This is an optimization exercise on Yosys and OpenROAD, whose aim is small area, a short achievable clock period and few clock cycles, not a production implementation.
At most, simulation tests tie the RTL to the original design; equivalence was not proved.
Only the layout flow was run in run 2; the RTL was not checked for function there.

`flow/config.mk`:
```
export PLATFORM = sky130hd
export DESIGN_NAME = strv2_vlc_dec
export DESIGN_NICKNAME = strv2_vlc_dec
export VERILOG_FILES = /design/flow/design.v
export SDC_FILE = /design/flow/constraint.sdc
export NUM_CORES = 4
export LEC_CHECK = 0
export ABC_AREA = 1
export CAP_MARGIN = 20
export CORE_MARGIN = 2
export CORE_UTILIZATION = 40
export CTS_BUF_LIST = sky130_fd_sc_hd__clkbuf_8 sky130_fd_sc_hd__clkbuf_4
export CTS_CLUSTER_DIAMETER = 120
export CTS_CLUSTER_SIZE = 40
export PLACE_DENSITY = 0.6
export SETUP_SLACK_MARGIN = 3.75
export SLEW_MARGIN = 20
```
`flow/constraint.sdc`:
```
create_clock -name core_clock -period 8.0 [get_ports {clk}]
set_input_delay 1.6000 -clock core_clock [delete_from_list [all_inputs] [get_ports {clk}]]
set_output_delay 1.6000 -clock core_clock [all_outputs]
set_load 0.01 [all_outputs]
```
`flow/design.v`:
```
module strv2_ac_table (
    input  wire [16:0] win,       
    output reg  [5:0]  run,
    output reg  [5:0]  level
);
    wire [0:0] i0 = win[15:15];
    reg  [5:0] r0, l0;
    always @(*) begin
        r0 = 6'd0; l0 = 6'd0;
        casez (i0)
            1'b1: begin r0 = 6'd0; l0 = 6'd1; end
        endcase
    end
    wire [1:0] i1 = win[14:13];
    reg  [5:0] r1, l1;
    always @(*) begin
        r1 = 6'd0; l1 = 6'd0;
        casez (i1)
            2'b00: begin r1 = 6'd0; l1 = 6'd2; end
            2'b01: begin r1 = 6'd2; l1 = 6'd1; end
            2'b1?: begin r1 = 6'd1; l1 = 6'd1; end
        endcase
    end
    wire [4:0] i2 = win[13:9];
    reg  [5:0] r2, l2;
    always @(*) begin
        r2 = 6'd0; l2 = 6'd0;
        casez (i2)
            5'b00000: begin r2 = 6'd13; l2 = 6'd1; end
            5'b00001: begin r2 = 6'd0; l2 = 6'd6; end
            5'b00010: begin r2 = 6'd12; l2 = 6'd1; end
            5'b00011: begin r2 = 6'd11; l2 = 6'd1; end
            5'b00100: begin r2 = 6'd3; l2 = 6'd2; end
            5'b00101: begin r2 = 6'd1; l2 = 6'd3; end
            5'b00110: begin r2 = 6'd0; l2 = 6'd5; end
            5'b00111: begin r2 = 6'd10; l2 = 6'd1; end
            5'b01???: begin r2 = 6'd0; l2 = 6'd3; end
            5'b10???: begin r2 = 6'd4; l2 = 6'd1; end
            5'b11???: begin r2 = 6'd3; l2 = 6'd1; end
        endcase
    end
    wire [1:0] i3 = win[12:11];
    reg  [5:0] r3, l3;
    always @(*) begin
        r3 = 6'd0; l3 = 6'd0;
        casez (i3)
            2'b00: begin r3 = 6'd7; l3 = 6'd1; end
            2'b01: begin r3 = 6'd6; l3 = 6'd1; end
            2'b10: begin r3 = 6'd1; l3 = 6'd2; end
            2'b11: begin r3 = 6'd5; l3 = 6'd1; end
        endcase
    end
    wire [1:0] i4 = win[11:10];
    reg  [5:0] r4, l4;
    always @(*) begin
        r4 = 6'd0; l4 = 6'd0;
        casez (i4)
            2'b00: begin r4 = 6'd2; l4 = 6'd2; end
            2'b01: begin r4 = 6'd9; l4 = 6'd1; end
            2'b10: begin r4 = 6'd0; l4 = 6'd4; end
            2'b11: begin r4 = 6'd8; l4 = 6'd1; end
        endcase
    end
    wire [2:0] i6 = win[9:7];
    reg  [5:0] r6, l6;
    always @(*) begin
        r6 = 6'd0; l6 = 6'd0;
        casez (i6)
            3'b000: begin r6 = 6'd16; l6 = 6'd1; end
            3'b001: begin r6 = 6'd5; l6 = 6'd2; end
            3'b010: begin r6 = 6'd0; l6 = 6'd7; end
            3'b011: begin r6 = 6'd2; l6 = 6'd3; end
            3'b100: begin r6 = 6'd1; l6 = 6'd4; end
            3'b101: begin r6 = 6'd15; l6 = 6'd1; end
            3'b110: begin r6 = 6'd14; l6 = 6'd1; end
            3'b111: begin r6 = 6'd4; l6 = 6'd2; end
        endcase
    end
    wire [3:0] i7 = win[8:5];
    reg  [5:0] r7, l7;
    always @(*) begin
        r7 = 6'd0; l7 = 6'd0;
        casez (i7)
            4'b0000: begin r7 = 6'd0; l7 = 6'd11; end
            4'b0001: begin r7 = 6'd8; l7 = 6'd2; end
            4'b0010: begin r7 = 6'd4; l7 = 6'd3; end
            4'b0011: begin r7 = 6'd0; l7 = 6'd10; end
            4'b0100: begin r7 = 6'd2; l7 = 6'd4; end
            4'b0101: begin r7 = 6'd7; l7 = 6'd2; end
            4'b0110: begin r7 = 6'd21; l7 = 6'd1; end
            4'b0111: begin r7 = 6'd20; l7 = 6'd1; end
            4'b1000: begin r7 = 6'd0; l7 = 6'd9; end
            4'b1001: begin r7 = 6'd19; l7 = 6'd1; end
            4'b1010: begin r7 = 6'd18; l7 = 6'd1; end
            4'b1011: begin r7 = 6'd1; l7 = 6'd5; end
            4'b1100: begin r7 = 6'd3; l7 = 6'd3; end
            4'b1101: begin r7 = 6'd0; l7 = 6'd8; end
            4'b1110: begin r7 = 6'd6; l7 = 6'd2; end
            4'b1111: begin r7 = 6'd17; l7 = 6'd1; end
        endcase
    end
    wire [3:0] i8 = win[7:4];
    reg  [5:0] r8, l8;
    always @(*) begin
        r8 = 6'd0; l8 = 6'd0;
        casez (i8)
            4'b0000: begin r8 = 6'd10; l8 = 6'd2; end
            4'b0001: begin r8 = 6'd9; l8 = 6'd2; end
            4'b0010: begin r8 = 6'd5; l8 = 6'd3; end
            4'b0011: begin r8 = 6'd3; l8 = 6'd4; end
            4'b0100: begin r8 = 6'd2; l8 = 6'd5; end
            4'b0101: begin r8 = 6'd1; l8 = 6'd7; end
            4'b0110: begin r8 = 6'd1; l8 = 6'd6; end
            4'b0111: begin r8 = 6'd0; l8 = 6'd15; end
            4'b1000: begin r8 = 6'd0; l8 = 6'd14; end
            4'b1001: begin r8 = 6'd0; l8 = 6'd13; end
            4'b1010: begin r8 = 6'd0; l8 = 6'd12; end
            4'b1011: begin r8 = 6'd26; l8 = 6'd1; end
            4'b1100: begin r8 = 6'd25; l8 = 6'd1; end
            4'b1101: begin r8 = 6'd24; l8 = 6'd1; end
            4'b1110: begin r8 = 6'd23; l8 = 6'd1; end
            4'b1111: begin r8 = 6'd22; l8 = 6'd1; end
        endcase
    end
    wire [3:0] i9 = win[6:3];
    reg  [5:0] r9, l9;
    always @(*) begin
        r9 = 6'd0; l9 = 6'd0;
        casez (i9)
            4'b0000: begin r9 = 6'd0; l9 = 6'd31; end
            4'b0001: begin r9 = 6'd0; l9 = 6'd30; end
            4'b0010: begin r9 = 6'd0; l9 = 6'd29; end
            4'b0011: begin r9 = 6'd0; l9 = 6'd28; end
            4'b0100: begin r9 = 6'd0; l9 = 6'd27; end
            4'b0101: begin r9 = 6'd0; l9 = 6'd26; end
            4'b0110: begin r9 = 6'd0; l9 = 6'd25; end
            4'b0111: begin r9 = 6'd0; l9 = 6'd24; end
            4'b1000: begin r9 = 6'd0; l9 = 6'd23; end
            4'b1001: begin r9 = 6'd0; l9 = 6'd22; end
            4'b1010: begin r9 = 6'd0; l9 = 6'd21; end
            4'b1011: begin r9 = 6'd0; l9 = 6'd20; end
            4'b1100: begin r9 = 6'd0; l9 = 6'd19; end
            4'b1101: begin r9 = 6'd0; l9 = 6'd18; end
            4'b1110: begin r9 = 6'd0; l9 = 6'd17; end
            4'b1111: begin r9 = 6'd0; l9 = 6'd16; end
        endcase
    end
    wire [3:0] i10 = win[5:2];
    reg  [5:0] r10, l10;
    always @(*) begin
        r10 = 6'd0; l10 = 6'd0;
        casez (i10)
            4'b0000: begin r10 = 6'd0; l10 = 6'd40; end
            4'b0001: begin r10 = 6'd0; l10 = 6'd39; end
            4'b0010: begin r10 = 6'd0; l10 = 6'd38; end
            4'b0011: begin r10 = 6'd0; l10 = 6'd37; end
            4'b0100: begin r10 = 6'd0; l10 = 6'd36; end
            4'b0101: begin r10 = 6'd0; l10 = 6'd35; end
            4'b0110: begin r10 = 6'd0; l10 = 6'd34; end
            4'b0111: begin r10 = 6'd0; l10 = 6'd33; end
            4'b1000: begin r10 = 6'd0; l10 = 6'd32; end
            4'b1001: begin r10 = 6'd1; l10 = 6'd14; end
            4'b1010: begin r10 = 6'd1; l10 = 6'd13; end
            4'b1011: begin r10 = 6'd1; l10 = 6'd12; end
            4'b1100: begin r10 = 6'd1; l10 = 6'd11; end
            4'b1101: begin r10 = 6'd1; l10 = 6'd10; end
            4'b1110: begin r10 = 6'd1; l10 = 6'd9; end
            4'b1111: begin r10 = 6'd1; l10 = 6'd8; end
        endcase
    end
    wire [3:0] i11 = win[4:1];
    reg  [5:0] r11, l11;
    always @(*) begin
        r11 = 6'd0; l11 = 6'd0;
        casez (i11)
            4'b0000: begin r11 = 6'd1; l11 = 6'd18; end
            4'b0001: begin r11 = 6'd1; l11 = 6'd17; end
            4'b0010: begin r11 = 6'd1; l11 = 6'd16; end
            4'b0011: begin r11 = 6'd1; l11 = 6'd15; end
            4'b0100: begin r11 = 6'd6; l11 = 6'd3; end
            4'b0101: begin r11 = 6'd16; l11 = 6'd2; end
            4'b0110: begin r11 = 6'd15; l11 = 6'd2; end
            4'b0111: begin r11 = 6'd14; l11 = 6'd2; end
            4'b1000: begin r11 = 6'd13; l11 = 6'd2; end
            4'b1001: begin r11 = 6'd12; l11 = 6'd2; end
            4'b1010: begin r11 = 6'd11; l11 = 6'd2; end
            4'b1011: begin r11 = 6'd31; l11 = 6'd1; end
            4'b1100: begin r11 = 6'd30; l11 = 6'd1; end
            4'b1101: begin r11 = 6'd29; l11 = 6'd1; end
            4'b1110: begin r11 = 6'd28; l11 = 6'd1; end
            4'b1111: begin r11 = 6'd27; l11 = 6'd1; end
        endcase
    end
    always @(*) begin
        casez (win[16:5])
            12'b1???????????: begin run = r0; level = l0; end
            12'b01??????????: begin run = r1; level = l1; end
            12'b001?????????: begin run = r2; level = l2; end
            12'b0001????????: begin run = r3; level = l3; end
            12'b00001???????: begin run = r4; level = l4; end
            12'b0000001?????: begin run = r6; level = l6; end
            12'b00000001????: begin run = r7; level = l7; end
            12'b000000001???: begin run = r8; level = l8; end
            12'b0000000001??: begin run = r9; level = l9; end
            12'b00000000001?: begin run = r10; level = l10; end
            12'b000000000001: begin run = r11; level = l11; end
            default: begin run = 6'd0; level = 6'd0; end
        endcase
    end
endmodule
module strv2_vlc_dec (
    input  wire        clk,
    input  wire        rst,             
    input  wire        start,
    input  wire        cfg_qmode,       
    input  wire [5:0]  cfg_qscale,      
    input  wire [15:0] cfg_mbtotal,     
    input  wire        in_valid,
    output wire        in_ready,
    input  wire [15:0] in_data,
    output reg         out_valid,
    input  wire        out_ready,
    output reg  [15:0] out_data,
    output wire        done,            
    output wire        fault,           
    output wire [1:0]  err_code,        
    output reg  [31:0] bit_count,       
    output reg  [15:0] esc_zero_count   
);
    localparam [15:0] EOD_WORD = 16'hFE00;
    localparam [2:0] S_IDLE   = 3'd0,
                     S_DC     = 3'd1,
                     S_AC     = 3'd2,
                     S_DONE   = 3'd3,
                     S_FAULT1 = 3'd5,      
                     S_FAULT2 = 3'd6;      
    reg  [2:0]  state;
    reg         qmode;
    reg  [5:0]  qscale;
    reg  [15:0] mbleft;       
    reg  [2:0]  blk;
    reg  [4:0]  bits_last;    
    reg         esc0_last;    
    reg         eob_last;     
    reg  [46:0] sbuf;
    reg  [5:0]  q;
    wire        q_neg = q[5];
    wire st_dc    = (state == S_DC);
    wire st_ac    = (state == S_AC);
    wire decoding = st_dc || st_ac;
    wire st_fault = (state == S_FAULT1) || (state == S_FAULT2);
    wire room     = q_neg || !q[4];                  
    wire begin_fr = !decoding && start;
    assign in_ready = !decoding || room;
    assign done     = (state == S_DONE) && !out_valid;
    assign fault    = st_fault && !out_valid;
    assign err_code = {state == S_FAULT2, state == S_FAULT1};
    wire take = in_valid && in_ready;
    wire [52:0] ext = {sbuf, 6'd0};
    wire [21:0] win = ext[q[4:0] +: 22];
    wire [16:0] w = win[21:5];
    reg  [4:0]  ac_len;      
    reg         ac_eob, ac_esc, ac_err;
    reg         ac_sign;     
    always @(*) begin
        ac_eob = 1'b0; ac_esc = 1'b0; ac_err = 1'b0; ac_sign = 1'b0;
        casez (w[16:5])
            12'b10??????????: begin ac_len = 5'd2;  ac_eob = 1'b1; end
            12'b11??????????: begin ac_len = 5'd3;  ac_sign = w[14]; end
            12'b011?????????: begin ac_len = 5'd4;  ac_sign = w[13]; end
            12'b010?????????: begin ac_len = 5'd5;  ac_sign = w[12]; end
            12'b00100???????: begin ac_len = 5'd9;  ac_sign = w[8]; end
            12'b001?????????: begin ac_len = 5'd6;  ac_sign = w[11]; end
            12'b0001????????: begin ac_len = 5'd7;  ac_sign = w[10]; end
            12'b00001???????: begin ac_len = 5'd8;  ac_sign = w[9]; end
            12'b000001??????: begin ac_len = 5'd22; ac_esc = 1'b1; end
            12'b0000001?????: begin ac_len = 5'd11; ac_sign = w[6]; end
            12'b00000001????: begin ac_len = 5'd13; ac_sign = w[4]; end
            12'b000000001???: begin ac_len = 5'd14; ac_sign = w[3]; end
            12'b0000000001??: begin ac_len = 5'd15; ac_sign = w[2]; end
            12'b00000000001?: begin ac_len = 5'd16; ac_sign = w[1]; end
            12'b000000000001: begin ac_len = 5'd17; ac_sign = w[0]; end
            default:          begin ac_len = 5'd12; ac_err = 1'b1; end
        endcase
    end
    wire [5:0] t_run;
    wire [5:0] t_level;
    strv2_ac_table u_table (
        .win   (w),
        .run   (t_run),
        .level (t_level)
    );
    wire [5:0]  lv_low   = {|t_level[4:0], |t_level[3:0], |t_level[2:0],
                            |t_level[1:0], t_level[0], 1'b0};    
    wire [9:0]  ac_bot   = {{4{ac_sign}}, t_level ^ ({6{ac_sign}} & lv_low)};
    wire [15:0] esc_word = win[15:0];
    wire [15:0] dc_word  = qmode ? win[21:6] : {qscale, win[21:12]};
    wire [15:0] word = st_dc ? dc_word : ac_esc ? esc_word : ac_eob ? EOD_WORD : {t_run, ac_bot};
    wire [4:0]  len  = st_dc ? (qmode ? 5'd16 : 5'd10) : ac_len;
    wire [5:0]  left = q - {1'b0, len};                
    wire        esc_code   = (w[16:11] == 6'b000001);
    wire        short_code = |w[16:12];
    wire        ge17       = !q_neg && (q[4:0] != 5'd0);
    wire        ge22       = !q_neg && (q[4:0] >= 5'd6);
    wire        have = ge22 || (!q_neg && (st_dc || short_code)) || (ge17 && !esc_code);
    wire        bad  = st_dc ? (dc_word == EOD_WORD) :
                       (ac_err || (ac_esc && esc_word == EOD_WORD));
    wire out_free = !out_valid || out_ready;
    wire go       = decoding && out_free && have;
    wire emit     = go && !bad;
    wire last_blk = (blk == 3'd5);
    wire last_mb  = (mbleft == 16'd1);
    wire [5:0] add = take ? 6'd16 : 6'd0;
    wire [5:0] q0  = take ? 6'b000000 : 6'b110000;    
    always @(posedge clk) begin
        if (take)
            sbuf <= {sbuf[30:0], in_data};
        if (out_free)
            out_data <= word;
        if (begin_fr) begin
            qmode  <= cfg_qmode;
            qscale <= cfg_qscale;
        end
        q         <= begin_fr ? q0 : emit ? (left + add) : (q + add);
        bits_last <= emit ? len : 5'd0;
        esc0_last <= emit && st_ac && ac_esc && (esc_word[9:0] == 10'd0);
        eob_last  <= emit && st_ac && ac_eob;
        bit_count      <= begin_fr ? 32'd0 : bit_count + {27'd0, bits_last};
        esc_zero_count <= begin_fr ? 16'd0 : esc_zero_count + {15'd0, esc0_last};
        if (begin_fr) begin
            mbleft <= cfg_mbtotal;
            blk    <= 3'd0;
        end else if (eob_last) begin
            if (last_blk) begin
                blk    <= 3'd0;
                mbleft <= mbleft - 16'd1;
            end else begin
                blk <= blk + 3'd1;
            end
        end
    end
    always @(posedge clk) begin
        if (rst) begin
            state     <= S_IDLE;
            out_valid <= 1'b0;
        end else begin
            if (out_valid && out_ready)
                out_valid <= 1'b0;
            if (begin_fr) begin
                if (cfg_mbtotal == 16'd0 || (!cfg_qmode && cfg_qscale == 6'd0))
                    state <= S_FAULT2;
                else
                    state <= S_DC;
            end else if (decoding) begin
                if (go && bad)
                    state <= S_FAULT1;
                if (emit) begin
                    out_valid <= 1'b1;
                    if (st_dc)
                        state <= S_AC;
                    if (st_ac && ac_eob)
                        state <= (last_blk && last_mb) ? S_DONE : S_DC;
                end
            end
        end
    end
endmodule
```
`flow/run.sh`:
```
#!/bin/bash
# synth_recipe.tcl (not shown) runs the flow's synth.tcl, then flattens the netlist and writes it again
# the make line also repeats each setting of config.mk as NAME=value (left out here)
make -C /OpenROAD-flow-scripts/flow DESIGN_CONFIG=/design/flow/config.mk WORK_HOME=/design/flow/orfs CLKGATE_MAP_FILE= SYNTH_SCRIPT=/design/flow/synth_recipe.tcl finish
```
==> summary.txt, run 1 <==
- In the routed layout, each cell is associated on average with a via count of 5.48.
- For the worst setup path, the data arrival time is 4.46 ns.
- The effective utilization at floorplan is 40.7%.
- In the routed design, unresolved DRC markers number 0.
- The cell repeated most along the worst path is sky130_fd_sc_hd__nand2_1.
- The post-route clock skew is 0.0174 ns.
- Static timing analysis puts the maximum clock frequency at 243 MHz.
- At the worst endpoint, the required time is 8.33 ns.
- Synthesis produced 1654 cells.
- The count of endpoints failing hold in the final timing report is 0.
- The number of unique standard cell types used by synthesis is 57.
- The proportion of layout cells with a drive suffix above 1 is 11.7%.
- The clock transition at the registers of the reported paths is 0.09 ns.
- In this run the top signal layer used is met4.
- The number of global-route vias before repair is 11400.
- In this run the register-to-register setup slack is 3.88 ns.
- The global placer's final weighted congestion is 0.999.
- In this run the count of I/O pins placed on the die edge is 114.
- The flop and latch count out of synthesis is 154.
- The total met2 wirelength after detailed routing is 18.2 mm.
- The die outline height is 173 um.
- The number of enable-type register cells in the synthesized netlist is 86.
- The post-route clock period utilization is 51.5%.
- In the layout the commonest cells are sky130_fd_sc_hd__nand2_1, sky130_fd_sc_hd__nand3_1, sky130_fd_sc_hd__nor2_1, sky130_fd_sc_hd__inv_1, sky130_fd_sc_hd__clkdlybuf4s50_1.
- The transition time at the pin with the least slew margin is 1.00 ns.
- The clock tree synthesis step divided the H-tree into 4 levels.
- After detailed routing, the wire length on met1 is 17.0 mm.
- The first TritonRoute pass finished after 8 iterations.
- Once detail routing completed, the nets flagged for antenna violations numbered 0.
- Measured in cells, the most critical reg-to-reg path has a length of 27.
- The critical path ends at q[5].
- Setup repair after global routing could not meet its margin everywhere.
- Leaving out fill and tap cells, the most frequent cell in the layout is sky130_fd_sc_hd__nand2_1.
- The number of inserted diodes is 0.
- Synthesis produced a netlist with a net count of 1745.
- The worst min-delay path class is reg2reg.
- The port buffer count is 113.
- The layout overhead on the synthesized area is 21.5%.
- The max capacitance violation total is 0.
- The run finished with no timing, DRC or antenna violations.
- The tree is rooted in a sky130_fd_sc_hd__clkbuf_8.
- Yosys printed 2 warnings.
- The final routed wirelength across all metal layers is 39.0 mm.
- The die covers 29800 um2.
- In this run the worst path has a maximum fanout of 15.
- The clock tree from TritonCTS is built.
- The kind of launch point of the worst setup path is a flop.
- The clock reaches the later pin of the worst-skew pair after 0.46 ns.
- The delay of the slowest cell on the worst path is 0.40 ns.
- The number of design-rule violations left by the first detailed-router iteration is 1166.
- Setup violations remaining at the end of the flow were counted as 0.
- The total number of nets in the final design is 1858.
- The sequential fraction of the synthesis area is 34.7%.
- Across all layers, the routed design uses 11800 vias.
- In the detailed route, the total length drawn on met3 is 2.89 mm.
- The sum of net half-perimeters after detailed placement is 28.3 mm.
- The worst path needs 4.12 ns of the cycle, external delays included.
- The residual overflow from global routing is 0.
- Global routing consumed, over all layers together, 25.9% of the routing resources.
- In this run the deepest clock path goes through 2 buffers.
- The region available for standard cell placement spans 27900 um2.
- The fraction of synthesis flops using an asynchronous set or reset pin is 0%.
- The largest net degree at the start of global routing is 61.
- The number of sinks on the clock net is 154.
- The finished layout holds 2158 standard cells, fillers aside.
- The number of pins exceeding their max-slew limit in the final report is 0.
- The type of the setup path with the least slack is reg2reg.
- The top flip-flop cell by instance count after synthesis is sky130_fd_sc_hd__edfxtp_1.
- The average instance area after synthesis is 6.88 um2.
- The slowest stage of the critical path belongs to the cell sky130_fd_sc_hd__dfxtp_4.
- The startpoint identified for the worst register-to-register timing path is q[0].
- The worst slew margin relative to its limit is 33.1%.
- In this run, CTS created clock tree buffers numbering 17.
- The critical path startpoint is q[0].
- The first-pass GRT wire length is 61.7 mm.
- The placed cell count is 2086.
- The die boundary width is 173 um.
- The post-synth design cell area is 11400 um2.
- The row count is 61.
- In this run the critical register-to-register path is captured at q[5].
- The detailed-route wire length per cell is 18.1 um.
- The final sum of negative setup slack is 0 ns.
- The endpoint class of the critical path is a flop.
- The number of antenna violations at the first check in global routing came to 0.
[cells by family after synthesis]
logic type,Yosys count,synth area share [%]
compound gates,260,12.8
fa+ha+maj,47,5.37
xor+xnor,13,1.00
flops,154,34.7
simple gates,941,37.2
buf+inv,239,9.04
[cell usage after synthesis (16+ instances only)]
cell | number | area share [%]
sky130_fd_sc_hd__nand2_1 | 402 | 13
sky130_fd_sc_hd__edfxtp_1 | 86 | 23
sky130_fd_sc_hd__dfxtp_1 | 68 | 12
sky130_fd_sc_hd__nor2_1 | 153 | 5.0
sky130_fd_sc_hd__o21ai_0 | 105 | 4.6
sky130_fd_sc_hd__inv_2 | 16 | 0.53
sky130_fd_sc_hd__nand4_1 | 20 | 1.1
sky130_fd_sc_hd__clkbuf_1 | 18 | 0.59
sky130_fd_sc_hd__inv_1 | 147 | 4.8
sky130_fd_sc_hd__o21ai_1 | 25 | 1.1
sky130_fd_sc_hd__nand2_2 | 21 | 1.2
sky130_fd_sc_hd__buf_2 | 29 | 1.3
sky130_fd_sc_hd__nor3_1 | 35 | 1.5
sky130_fd_sc_hd__a21oi_1 | 70 | 3.1
sky130_fd_sc_hd__ha_1 | 44 | 4.8
sky130_fd_sc_hd__nand3_1 | 253 | 11
[area by class of cell]
class | count | area [um2]
inverters | 168 | 698
clock inverters | 10 | 92.6
clock buffers | 22 | 278
well taps | 378 | 473
flip-flops and latches | 154 | 3950
repair inverters | 1 | 11.3
fillers | 2875 | 14100
repair buffers | 163 | 1650
multi-input cells | 1262 | 6680
[worst min-delay path by stage]
stage / slack [ns] / cells past startpoint / startpoint / to
after floorplan: 0.43 / 0 / sbuf[3] / sbuf[19]
after global placement: 0.45 / 0 / sbuf[3] / sbuf[19]
after CTS: 0.47 / 0 / sbuf[3] / sbuf[19]
final: 0.46 / 0 / sbuf[3] / sbuf[19]
after global routing: 0.48 / 0 / sbuf[3] / sbuf[19]
after detailed placement: 0.45 / 0 / sbuf[3] / sbuf[19]
[timing repair]
| action | CTS | global route |
|---|---|---|
| hold buffers | 0 | 0 |
| setup endpoints to repair | 32 | 8 |
| cloned | 3 | 2 |
| resized for setup | 39 | 65 |
| pin swaps | 4 | 13 |
| buffers inserted | 6 | 29 |
| hold endpoints to repair | 0 | 0 |
[routing by layer]
metal	up-vias	global-route usage, %
met5	-	0
li1	5805	-
met3	61	5.04
met1	5459	34.3
met2	502	42.3
met4	0	8.76
[sequential cells by signal, indices dropped and copies added (netlist names)]
signal          count
out_valid           1
out_data           16
blk                 3
esc0_last           1
esc_zero_count     16
state               3
bits_last           5
bit_count          32
qscale              6
eob_last            1
sbuf               47
mbleft             16
q                   6
qmode               1
[per-stage QoR]
stage / area, um2 / setup slack (ns) / hold WS [ns] / util (%)
3_3_place_gp: 12700 / 2.62 / 0.447 / 45.4
4_1_cts: 13300 / 3.66 / 0.471 / 47.7
2_1_floorplan: 11400 / 4.10 / 0.426 / -
5_1_grt: 13800 / 3.67 / 0.479 / 49.5
6_report: 13800 / 3.88 / 0.461 / 49.5
3_5_place_dp: 12700 / 2.63 / 0.454 / 45.4
[critical path: cells and delay by family (launching register included)]
kind	cells	cell delay, ns
xor+xnor	1	0.12
fa+ha+maj	4	0.96
buf+inv	5	0.64
simple gates	13	1.19
compound gates	4	0.69
flops	1	0.40
Testbench counts, summed over its fixed seeds: cycles 12,142.
==> run 2: changes to the inputs <==
--- a/flow/design.v
+++ b/flow/design.v
@@ -297,7 +297,6 @@
     wire [15:0] dc_word  = qmode ? win[21:6] : {qscale, win[21:12]};
     wire [15:0] word = st_dc ? dc_word : ac_esc ? esc_word : ac_eob ? EOD_WORD : {t_run, ac_bot};
     wire [4:0]  len  = st_dc ? (qmode ? 5'd16 : 5'd10) : ac_len;
-    wire [5:0]  left = q - {1'b0, len};                
     wire        esc_code   = (w[16:11] == 6'b000001);
     wire        short_code = |w[16:12];
     wire        ge17       = !q_neg && (q[4:0] != 5'd0);
@@ -310,7 +309,7 @@
     wire emit     = go && !bad;
     wire last_blk = (blk == 3'd5);
     wire last_mb  = (mbleft == 16'd1);
-    wire [5:0] add = take ? 6'd16 : 6'd0;
+    wire [5:0] q_in = q + (take ? 6'd16 : 6'd0);
     wire [5:0] q0  = take ? 6'b000000 : 6'b110000;    
     always @(posedge clk) begin
         if (take)
@@ -321,7 +320,7 @@
             qmode  <= cfg_qmode;
             qscale <= cfg_qscale;
         end
-        q         <= begin_fr ? q0 : emit ? (left + add) : (q + add);
+        q         <= begin_fr ? q0 : emit ? (q_in - {1'b0, len}) : q_in;
         bits_last <= emit ? len : 5'd0;
         esc0_last <= emit && st_ac && ac_esc && (esc_word[9:0] == 10'd0);
         eob_last  <= emit && st_ac && ac_eob;
--- a/flow/config.mk
+++ b/flow/config.mk
@@ -10,8 +10,6 @@
 export CORE_MARGIN = 2
 export CORE_UTILIZATION = 40
 export CTS_BUF_LIST = sky130_fd_sc_hd__clkbuf_8 sky130_fd_sc_hd__clkbuf_4
-export CTS_CLUSTER_DIAMETER = 120
-export CTS_CLUSTER_SIZE = 40
 export PLACE_DENSITY = 0.6
 export SETUP_SLACK_MARGIN = 3.75
 export SLEW_MARGIN = 20
==> run 2 against run 1 <==
Net effect:
- still clean
- sequential share of layout area shrank 1.1 points
- cell count grew 5.0%
- critical path depth shrank 2
- synthesized area grew 4.7%
- clock-buffer cell count shrank 1
- final area grew 4.1%
- critical path type unchanged
- critical endpoint is now q[4]
- highest routed layer unchanged
==> summary.txt, run 2 <==
- The run finished with no timing, DRC or antenna violations.
- The register with the most flip-flops in the final layout is sbuf.
- After clock tree synthesis, the flow added hold-fix buffers numbering 0.
- The clock tree from TritonCTS is built.
- Using the TritonRoute via totals, the vias-per-cell ratio works out to 5.57.
- For this run, the share of the core covered by cells in the final layout is 48.8%.
- The number of inserted diodes is 0.
- The cell at the slowest stage of the critical path is sky130_fd_sc_hd__fa_1.
- The clock passes through at most 2 buffers.
- The worst setup path is launched from a flop.
- In this run, synthesis produced a sequential element count of 154.
- Once placement completed, the tool counted placed cells totaling 2194.
- Final hold analysis gives a worst-case slack of 0.501 ns.
- The worst slew margin relative to its limit is 47.3%.
- On the worst path, the slowest cell contributes a delay of 0.42 ns.
- The root buffer cell chosen for the clock tree is sky130_fd_sc_hd__clkbuf_8.
- The number of enable-type register cells in the synthesized netlist is 86.
- The maximum fanout count along the critical path is 24.
- The average instance area after synthesis is 6.82 um2.
- The area inside the core boundary is 29500 um2.
- The number of sinks on the clock net is 154.
- The transition time at the pin with the least slew margin is 0.789 ns.
- Of the synthesized area, sequential elements account for 33.1%.
- The cell type with the largest total area after synthesis is sky130_fd_sc_hd__edfxtp_1.
- The largest net degree at the start of global routing is 52.
- Port buffering added 113 buffers.
- Setup repair after global routing could not meet its margin everywhere.
- Setup violations remaining at the end of the flow were counted as 0.
- For the final routed database, the setup TNS stands at 0 ns.
- The flip-flop count of the largest register after layout is 47.
- The number of nets produced by synthesis is 1833.
- The maximum frequency from static timing analysis is 246 MHz.
- The die boundary width is 177 um.
- The required time of the critical path is 8.37 ns.
- Buffers inserted during clock tree synthesis total 17.
- The most instantiated library cell after synthesis is sky130_fd_sc_hd__nand2_1.
- Of the available clock period, the critical path in the final layout requires 50.9%.
- In this run the register-to-register setup slack is 3.93 ns.
- For the final database, setup skew stands at 0.0240 ns.
- The total via count after detailed routing is 12600.
- Once the floorplan was initialized, standard cells occupied 40.4% of the core.
- Synthesis produced 1746 cells.
- After synthesis, the most frequently instantiated cells are sky130_fd_sc_hd__nand2_1, sky130_fd_sc_hd__nand3_1, sky130_fd_sc_hd__nor2_1, sky130_fd_sc_hd__inv_1, sky130_fd_sc_hd__edfxtp_1.
- The later pin in the worst-skew pair is clocked with a latency of 0.49 ns.
- The count of endpoints failing hold in the final timing report is 0.
- Dividing the detail-routed wire length by the instance count gives 18.7 um.
- For this block, the routed nets add up to 42.5 mm of wire.
- The H-tree level count is 4.
- The layout overhead on the synthesized area is 20.9%.
- The number of warnings reported in the yosys synthesis log is 2.
- The final routed DRC violation total is 0.
- The minimum clock period after layout is 4.07 ns.
- The overall fraction of global-route tracks in use is 26.9%.
- Of all flip-flops after synthesis, the portion carrying an async set or reset was 0%.
- The number of antenna violations at the first check in global routing came to 0.
- The first-pass GRT wire length is 65.4 mm.
- The residual overflow from global routing is 0.
- The count of fill cells added during filler insertion is 3073.
- The top flip-flop cell by instance count after synthesis is sky130_fd_sc_hd__edfxtp_1.
- The global placer's final weighted congestion is 0.962.
- The largest registers in the layout are sbuf: 47 flops, bit_count: 32 flops.
- In the layout the commonest cells are sky130_fd_sc_hd__nand2_1, sky130_fd_sc_hd__nand3_1, sky130_fd_sc_hd__nor2_1, sky130_fd_sc_hd__inv_1, sky130_fd_sc_hd__clkdlybuf4s50_1.
- After legalization and detailed placement, the total HPWL measured 30.7 mm.
- After synthesis, the cell types taking the most area are sky130_fd_sc_hd__edfxtp_1, sky130_fd_sc_hd__nand2_1, sky130_fd_sc_hd__nand3_1.
- The length of the first detailed-routing pass in iterations is 5.
- Excluding fillers, the count of instances in the completed layout stands at 2265.
- The tool flagged a number of max-cap violations equal to 0.
- The most frequent standard cell in the layout excluding fill and tap cells is sky130_fd_sc_hd__nand2_1.
- The remaining number of nets flagged by the antenna check after routing is 0.
- The total number of nets in the final design is 1949.
- The initialized floorplan defines 63 standard-cell rows.
- The detailed router finished its first iteration with 1445 violations.
- The overall die area is 31200 um2.
- Data on the critical path arrives at its endpoint at 4.44 ns.
- The proportion of layout cells with a drive suffix above 1 is 12.3%.
- The die outline height is 177 um.
- After clock tree synthesis, the clock-pin slew on the worst setup and hold paths is 0.08 ns.
- The count of pins on the block boundary is 114.
- The worst setup path is of the reg2reg kind.
- The number of pins exceeding their max-slew limit in the final report is 0.
- The number of global-route vias before repair was 12000.
- STA classifies the critical path endpoint as a flop.
- Counting distinct cell types in the post-synthesis netlist gives 56.
- The synthesized design devotes to its leading area cell type 21.7% of total area.
- The worst min-delay path class is reg2reg.
- After synthesis the cells add up to 11900 um2.
[run 2: cell count changes after synthesis, sizes merged, moves of 4 or more]
cell    change
buf         -5
o21ai      -46
nand3      +51
nor3b       +6
o211ai      -5
nand3b      +4
nand2      +73
xor2        +8
or2         -5
nor2       +15
o22ai       -4
[run 2: worst paths after layout]
| check | start | end | cells past startpoint |
|---|---|---|---|
| setup reg to reg | q[0] | q[4] | 25 |
| setup / recovery | q[0] | q[4] | 25 |
| hold reg to reg | sbuf[11] | sbuf[27] | 0 |
| hold / removal | sbuf[11] | sbuf[27] | 0 |
[run 2: final cells by class]
type	count	area [um2]	share of cell area (%)
inverter	168	699	4.86
timing repair buffer	161	1620	11.2
sequential	154	3950	27.5
timing repair inverter	1	16.3	0.113
multi-input combinational	1359	7190	49.9
tap	390	488	3.39
clock inverter	11	168	1.16
clock buffer	21	264	1.83
[run 2: stage by stage]
step	setup slack [ns]	instance area, um2
2_1_floorplan	4.27	11900
3_3_place_gp	3.15	13300
3_5_place_dp	3.10	13300
4_1_cts	3.70	13800
5_1_grt	3.72	14400
6_report	3.93	14400
[run 2: repair_timing]
action,in CTS,in global routing
resized for setup,26,66
gates cloned,1,6
pin swaps,4,14
hold endpoints to repair,0,0
setup buffers,6,26
endpoints found under the setup margin,19,10
[run 2: worst max-delay path: cells and delay by family, from the launching register on]
family	cells	cell delay, ns
AO/OA/AOI/OAI	4	0.48
XOR/XNOR	1	0.13
adder cells (fa/ha/maj)	3	0.89
buffers and inverters	6	0.65
flip-flops	1	0.38
AND/OR/NAND/NOR	11	1.41
[run 2: logic make-up after synthesis]
kind of cell	Yosys count	synth area share [%]
DFF	154	33.1
muxes	1	0.0841
xor gates and xnor gates	18	1.32
buffers and inverters	235	8.51
AOI/OAI and AO/OA	205	9.69
and+or+nand+nor	1090	42.6
adders and majority gates	43	4.64
[run 2: metal layers]
layer  vias up  global-route usage [%]  wire length, um
met5         -                       0                0
met4         0                    11.5             1550
met3        92                    4.37             2910
met2       516                    44.7            19800
met1      5896                    34.5            18200
li1       6117                       -                -

[afterwards: timing with drivers on the ports]
In the flow no input, the clock included, has a driving cell. The finished layouts below were timed again as built, in two steps. Step 1 (the two cells are an assumption about what drives the block):
set clk [get_ports {clk}]
set_driving_cell -lib_cell sky130_fd_sc_hd__clkbuf_16 $clk
set_driving_cell -lib_cell sky130_fd_sc_hd__buf_2 [delete_from_list [all_inputs] $clk]
Step 2 adds t to the input delays and takes it off the output delays; t is the mean of the earliest and latest rising clock arrival at the registers after step 1. Input paths then give back, and output paths get back, about the clock's delay inside the block. a / b / c = ideal ports / drivers / drivers and shift; a / b = the first two.
| run | shift t [ns] | setup WS [ns] | clock arrival spread, ns | worst register clock-pin slew, ns |
|---|---|---|---|---|
| run 1 | 0.497 | 3.877 / 3.877 / 3.877 | 0.018 / 0.018 | 0.09 / 0.09 |
| run 2 | 0.516 | 3.930 / 3.911 / 3.905 | 0.024 / 0.024 | 0.10 / 0.10 |
After both steps every run listed still meets setup and hold. The setup slack of run 2, which loses most, moves by -0.019 ns with the drivers and by -0.025 ns with both steps.
